From an optimization exercise on the open Yosys and OpenROAD flow, aimed at small area, a short achievable clock period and few clock cycles per item; shortcuts taken in it are not production practice.
In this exercise RTL edits were held to simulation tests only and were not proved equivalent to the original.
Power is estimated from default activity; no workload was simulated.

// cbus_rx
module cbus_rx (
    input  wire       clk,
    input  wire       rst,           
    input  wire       cfg_valid,
    input  wire [7:0] cfg_addr,
    input  wire       cfg_domain,    
    output wire       map_fault,
    input  wire       short_form,    
    input  wire       in_valid,
    input  wire [7:0] in_data,
    input  wire       in_last,
    output wire       in_ready,
    output wire       out_valid,
    input  wire       out_ready,
    output wire [2:0] out_type,
    output wire [7:0] out_ack_char,
    output wire       out_monitored,
    output wire       out_ok,
    output wire       out_domain,
    output wire [7:0] out_csum,
    output wire [5:0] out_len,
    output wire [3:0] out_nsubs,
    output wire [7:0] out_id,
    output wire [7:0] out_group,
    output wire [7:0] out_param,
    output wire       out_has_param
);
Size in the first run: about 3,800 cells after synthesis, about 940 flip-flops, roughly 84 I/O pins, ~40,000 um2 of cells after synthesis.
Settings: LEC_CHECK=0, CAP_MARGIN=20, CORE_MARGIN=2, CORE_UTILIZATION=65, SLEW_MARGIN=20; clock period 10.0 ns.
standard.sh (not shown) runs the stock make flow with config.mk's settings and CLKGATE_MAP_FILE= SYNTH_SCRIPT=/design/flow/synth_recipe.tcl, a recipe that flattens the netlist after the stock synthesis.
==> flow/flow/run.sh <==
#!/bin/bash
# The standard layout (standard.sh: ORFS synthesis through final
# routing), with these changes to how the layout is made:
#  * ports are buffered with buf_4 instead of the resizer's default pick;
#  * the resizer may change a cell's footprint when it repairs timing;
#  * clock tree sinks are clustered in larger groups (fewer clock buffers).
# Make's full output goes to flow_make.log in this folder; each ORFS step
# keeps its own log under orfs/logs/.
set -euo pipefail
bash standard.sh SETUP_SLACK_MARGIN=6.8 \
    "BUFFER_PORTS_ARGS=-buffer_cell sky130_fd_sc_hd__buf_4" \
    MATCH_CELL_FOOTPRINT=0 \
    CTS_CLUSTER_SIZE=24 CTS_CLUSTER_DIAMETER=80 \
    finish > flow_make.log 2>&1
The first run finished clean.
Testbench counts at the start, summed over its fixed seeds: cycles 55,274, chars 54,986.
Then changed:
==> flow/flow/run.sh (replaced) <==
#!/bin/bash
# The standard layout (standard.sh: ORFS synthesis through final
# routing), with these changes to how the layout is made:
#  * ports are buffered with buf_2 instead of the resizer's default pick;
#  * the resizer may change a cell's footprint when it repairs timing;
#  * clock tree sinks are clustered in larger groups (fewer clock buffers).
# Make's full output goes to flow_make.log in this folder; each ORFS step
# keeps its own log under orfs/logs/.
set -euo pipefail
bash standard.sh SETUP_SLACK_MARGIN=6.3 \
    "BUFFER_PORTS_ARGS=-buffer_cell sky130_fd_sc_hd__buf_2" \
    MATCH_CELL_FOOTPRINT=0 \
    CTS_CLUSTER_SIZE=24 CTS_CLUSTER_DIAMETER=80 \
    finish > flow_make.log 2>&1
Settings changed: CORE_UTILIZATION 65 to 40.
Result: Non-clock buffer count drops by 124. Clock skew climbs by 0.0057 ns. Area after synthesis stays the same. Clock-buffer cell count climbs by 5. Fmax drops slightly. Power climbs by a few percent.

========
Setup of trial 15:
cbus_rx again, from the RTL that the note above started with.
==> flow/design.v (excerpt) <==
module cbus_rx (
    input  wire       clk,
    input  wire       rst,           
    input  wire       cfg_valid,
    input  wire [7:0] cfg_addr,
    input  wire       cfg_domain,    
    output wire       map_fault,
    input  wire       short_form,    
    input  wire       in_valid,
    input  wire [7:0] in_data,
    input  wire       in_last,
    output wire       in_ready,
    output wire       out_valid,
    input  wire       out_ready,
    output wire [2:0] out_type,
    output wire [7:0] out_ack_char,
    output wire       out_monitored,
    output wire       out_ok,
    output wire       out_domain,
    output wire [7:0] out_csum,
    output wire [5:0] out_len,
    output wire [3:0] out_nsubs,
    output wire [7:0] out_id,
    output wire [7:0] out_group,
    output wire [7:0] out_param,
    output wire       out_has_param
);
    localparam [7:0] CH_CR          = 8'h0D;
    localparam [7:0] CH_LF          = 8'h0A;
    localparam [7:0] CH_STX         = 8'h5C;
    localparam [7:0] CH_ACK         = 8'h2E;
    localparam [7:0] CH_NAK         = 8'h23;
    localparam [7:0] CH_NAK_CORRUPT = 8'h24;
    localparam [7:0] CH_NAK_NOCLOCK = 8'h25;
    localparam [7:0] CH_NAK_TOOLONG = 8'h27;
    localparam [2:0] T_ACK          = 3'd0;
    localparam [2:0] T_NAK          = 3'd1;
    localparam [2:0] T_NAK_CORRUPT  = 3'd2;
    localparam [2:0] T_NAK_NOCLOCK  = 3'd3;
    localparam [2:0] T_NAK_TOOLONG  = 3'd4;
    localparam [2:0] T_FRAME        = 3'd5;
    localparam [2:0] T_SUB          = 3'd6;
    localparam [2:0] P_IDLE = 3'd0;
    localparam [2:0] P_STX  = 3'd1;
    localparam [2:0] P_ACKP = 3'd2;
    localparam [2:0] P_HIGH = 3'd3;
  ...
Settings: LEC_CHECK=0, CAP_MARGIN=20, CORE_MARGIN=2, CORE_UTILIZATION=40, SLEW_MARGIN=20; clock period 10.0 ns.
==> flow/flow/run.sh <==
#!/bin/bash
# The standard layout (standard.sh: ORFS synthesis through final
# routing), with these changes to how the layout is made:
#  * ports are buffered with buf_4 instead of the resizer's default pick;
#  * the resizer may change a cell's footprint when it repairs timing;
#  * clock tree sinks are clustered in larger groups (fewer clock buffers).
# Make's full output goes to flow_make.log in this folder; each ORFS step
# keeps its own log under orfs/logs/.
set -euo pipefail
bash standard.sh SETUP_SLACK_MARGIN=6.0 \
    "BUFFER_PORTS_ARGS=-buffer_cell sky130_fd_sc_hd__buf_4" \
    MATCH_CELL_FOOTPRINT=0 \
    CTS_CLUSTER_SIZE=24 CTS_CLUSTER_DIAMETER=80 \
    finish > flow_make.log 2>&1
Testbench counts of trial 15, summed over its fixed seeds: cycles 55,274, chars 54,986.
diff inputs: trial 15 => trial 19
-- flow/flow/run.sh --
<<< trial 15, line 10
bash standard.sh SETUP_SLACK_MARGIN=6.0 \
>>> trial 19, line 10
bash standard.sh SETUP_SLACK_MARGIN=6.3 \
Findings:
Delta (trial 19 minus trial 15): critical path depth decreased 6, sequential power saw little to no change, area share of buffers outside the clock network went up 1.5 points.

========
## trial 64
Starting RTL as in the previous note.
clock: 10.0 ns
lec_check: 0
cap_margin: 5
core_margin: 2
core_utilization: 40
slew_margin: 5
==> flow/flow/run.sh <==
#!/bin/bash
# The standard layout (standard.sh: ORFS synthesis through final
# routing), with these changes to how the layout is made:
#  * ports are buffered with buf_2 instead of the resizer's default pick;
#  * the resizer may change a cell's footprint when it repairs timing;
#  * clock tree sinks are clustered in larger groups (fewer clock buffers).
# Make's full output goes to flow_make.log in this folder; each ORFS step
# keeps its own log under orfs/logs/.
set -euo pipefail
bash standard.sh SETUP_SLACK_MARGIN=6.3 \
    "BUFFER_PORTS_ARGS=-buffer_cell sky130_fd_sc_hd__buf_2" \
    MATCH_CELL_FOOTPRINT=0 \
    CTS_CLUSTER_SIZE=24 CTS_CLUSTER_DIAMETER=80 \
    finish > flow_make.log 2>&1
Testbench counts of trial 64, summed over its fixed seeds: cycles 55,274, chars 54,986.
Setup changes, trial 64 to trial 10
- a change of CAP_MARGIN from 5 to 20
- a change of SLEW_MARGIN from 5 to 20
- a change of CORE_UTILIZATION from 40 to 55
==> flow/flow/run.sh <==
#!/bin/bash
# The standard layout (standard.sh: ORFS synthesis through final
# routing), with these changes to how the layout is made:
#  * ports are buffered with buf_4 instead of the resizer's default pick;
#  * the resizer may change a cell's footprint when it repairs timing;
#  * clock tree sinks are clustered in larger groups (fewer clock buffers).
# Make's full output goes to flow_make.log in this folder; each ORFS step
# keeps its own log under orfs/logs/.
set -euo pipefail
bash standard.sh SETUP_SLACK_MARGIN=6.6 \
    "BUFFER_PORTS_ARGS=-buffer_cell sky130_fd_sc_hd__buf_4" \
    MATCH_CELL_FOOTPRINT=0 \
    CTS_CLUSTER_SIZE=24 CTS_CLUSTER_DIAMETER=80 \
    finish > flow_make.log 2>&1
==> run summary <==
- Diff trial 10..trial 64 | mean instance size in the synthesized netlist | unchanged
- Going from trial 64 to trial 10, hold violation total from the final report did not really move; HPWL after detailed placement went up; global-route wire length before repair went up; required time of the critical path went up; count of inserted antenna diode cells went down.
- Non-clock buffer count grows by more than a quarter when moving from trial 64 to trial 10.
- Per the comparison of trial 10 with trial 64, share of final-layout standard cells stronger than drive strength 1 picked up an extra 4.0 points; vias per cell has increased; vertical die dimension now sits lower.
- Compared with trial 64, trial 10 shows a fraction of power consumed by the clock network that is 0.8 points lower.

========
Another version of the RTL of cbus_rx (not shown whole).
Size: about 930 flip-flops, roughly 84 I/O pins, ~42000 sq um of cells after synthesis.
==> flow/design.v (excerpt) <==
module cbus_rx (
    input  wire       clk,
    input  wire       rst,           
    input  wire       cfg_valid,
    input  wire [7:0] cfg_addr,
    input  wire       cfg_domain,    
    output reg        map_fault,
    input  wire       short_form,    
    input  wire       in_valid,
    input  wire [7:0] in_data,
    input  wire       in_last,
    output reg        in_ready,
    output reg        out_valid,
    input  wire       out_ready,
    output reg  [2:0] out_type,
    output reg  [7:0] out_ack_char,
    output reg        out_monitored,
    output reg        out_ok,
    output reg        out_domain,
    output reg  [7:0] out_csum,
    output reg  [5:0] out_len,
    output reg  [3:0] out_nsubs,
    output reg  [7:0] out_id,
    output reg  [7:0] out_group,
    output reg  [7:0] out_param,
    output reg        out_has_param
);
    localparam [7:0] CH_CR          = 8'h0D;
    localparam [7:0] CH_LF          = 8'h0A;
    localparam [7:0] CH_STX         = 8'h5C;
    localparam [7:0] CH_ACK         = 8'h2E;
    localparam [7:0] CH_NAK         = 8'h23;
    localparam [7:0] CH_NAK_CORRUPT = 8'h24;
    localparam [7:0] CH_NAK_NOCLOCK = 8'h25;
    localparam [7:0] CH_NAK_TOOLONG = 8'h27;
    localparam [2:0] T_ACK          = 3'd0;
    localparam [2:0] T_NAK          = 3'd1;
    localparam [2:0] T_NAK_CORRUPT  = 3'd2;
    localparam [2:0] T_NAK_NOCLOCK  = 3'd3;
    localparam [2:0] T_NAK_TOOLONG  = 3'd4;
    localparam [2:0] T_FRAME        = 3'd5;
    localparam [2:0] T_SUB          = 3'd6;
    localparam [2:0] P_IDLE = 3'd0;
    localparam [2:0] P_STX  = 3'd1;
    localparam [2:0] P_ACKP = 3'd2;
    localparam [2:0] P_HIGH = 3'd3;
    localparam [2:0] P_LOW  = 3'd4;
    localparam [2:0] P_CR   = 3'd5;    
    localparam [3:0] W_CODE  = 4'd0;   
    localparam [3:0] W_SKA   = 4'd1;   
  ...
==> flow/config.mk <==
export PLATFORM = sky130hd
export DESIGN_NAME = cbus_rx
export DESIGN_NICKNAME = cbus_rx
export VERILOG_FILES = /design/flow/design.v
export SDC_FILE = /design/flow/constraint.sdc
export NUM_CORES = 4
export LEC_CHECK = 0
export ABC_CLOCK_PERIOD_IN_PS = 4000
export CAP_MARGIN = 20
export CORE_MARGIN = 2
export CORE_UTILIZATION = 40
export SETUP_SLACK_MARGIN = 5
export SLEW_MARGIN = 20
==> flow/constraint.sdc <==
create_clock -name core_clock -period 10.0 [get_ports {clk}]
set_input_delay 2.0000 -clock core_clock [delete_from_list [all_inputs] [get_ports {clk}]]
set_output_delay 2.0000 -clock core_clock [all_outputs]
set_load 0.01 [all_outputs]
run.sh (not shown) runs the stock make flow with config.mk's settings and CLKGATE_MAP_FILE= SYNTH_SCRIPT=/design/flow/synth_recipe.tcl, a recipe that flattens the netlist after the stock synthesis.
Stock flow here: none of the scripts above is used.
The baseline passed the timing, DRC and antenna checks.
Testbench counts at the start, summed over its fixed seeds: cycles 55,220, chars 54,986.
Rerun with:
- ABC_CLOCK_PERIOD_IN_PS: 4000 -> default
- SETUP_SLACK_MARGIN: 5 -> default
Power drops slightly. Critical path depth does not change. Clock skew drops by 0.016 ns. Synthesized cell count is unchanged. Combinational power drops by a few percent. Sequential power stays flat.

==> what the ideal ports hide <==
The results above use ideal ports. As a check the final layouts listed here were re-extracted and re-timed, cells and wires unchanged. Step 1 (the two cells are an assumption about what drives the block):
set clk [get_ports {clk}]
set_driving_cell -lib_cell sky130_fd_sc_hd__clkbuf_16 $clk
set_driving_cell -lib_cell sky130_fd_sc_hd__buf_2 [delete_from_list [all_inputs] $clk]
Step 2, shift: input delay + t, output delay - t, t = (earliest + latest rising clock arrival at the registers) / 2. This alone moves slack from input paths to output paths. Slacks: no drivers / after step 1 / after step 2; pairs: no drivers / after step 1.
run	t, ns	setup WS [ns]	worst hold slack (ns)	latest minus earliest clock arrival (ns)
the first run of note 1	0.693	6.156 / 6.165 / 5.493	0.350 / 0.350 / 0.350	0.024 / 0.024
the second run of note 1	0.712	6.140 / 6.167 / 5.455	0.349 / 0.349 / 0.349	0.028 / 0.028
trial 15	0.706	6.053 / 6.044 / 5.399	0.334 / 0.334 / 0.334	0.044 / 0.044
trial 19	0.720	6.202 / 6.218 / 5.513	0.349 / 0.349 / 0.349	0.033 / 0.033
trial 64	0.714	6.158 / 6.195 / 5.481	0.349 / 0.349 / 0.349	0.027 / 0.027
trial 10	0.704	6.153 / 6.118 / 5.464	0.346 / 0.346 / 0.346	0.039 / 0.040
the first run of note 4	0.750	5.020 / 5.064 / 4.317	0.453 / 0.453 / 0.453	0.057 / 0.057
the second run of note 4	0.754	3.394 / 3.400 / 2.646	0.452 / 0.452 / 0.452	0.028 / 0.028
After both steps every run listed still meets setup and hold. For the second run of note 4, which loses most, drivers alone change the setup slack by +0.006 ns; drivers and shift together by -0.748 ns.
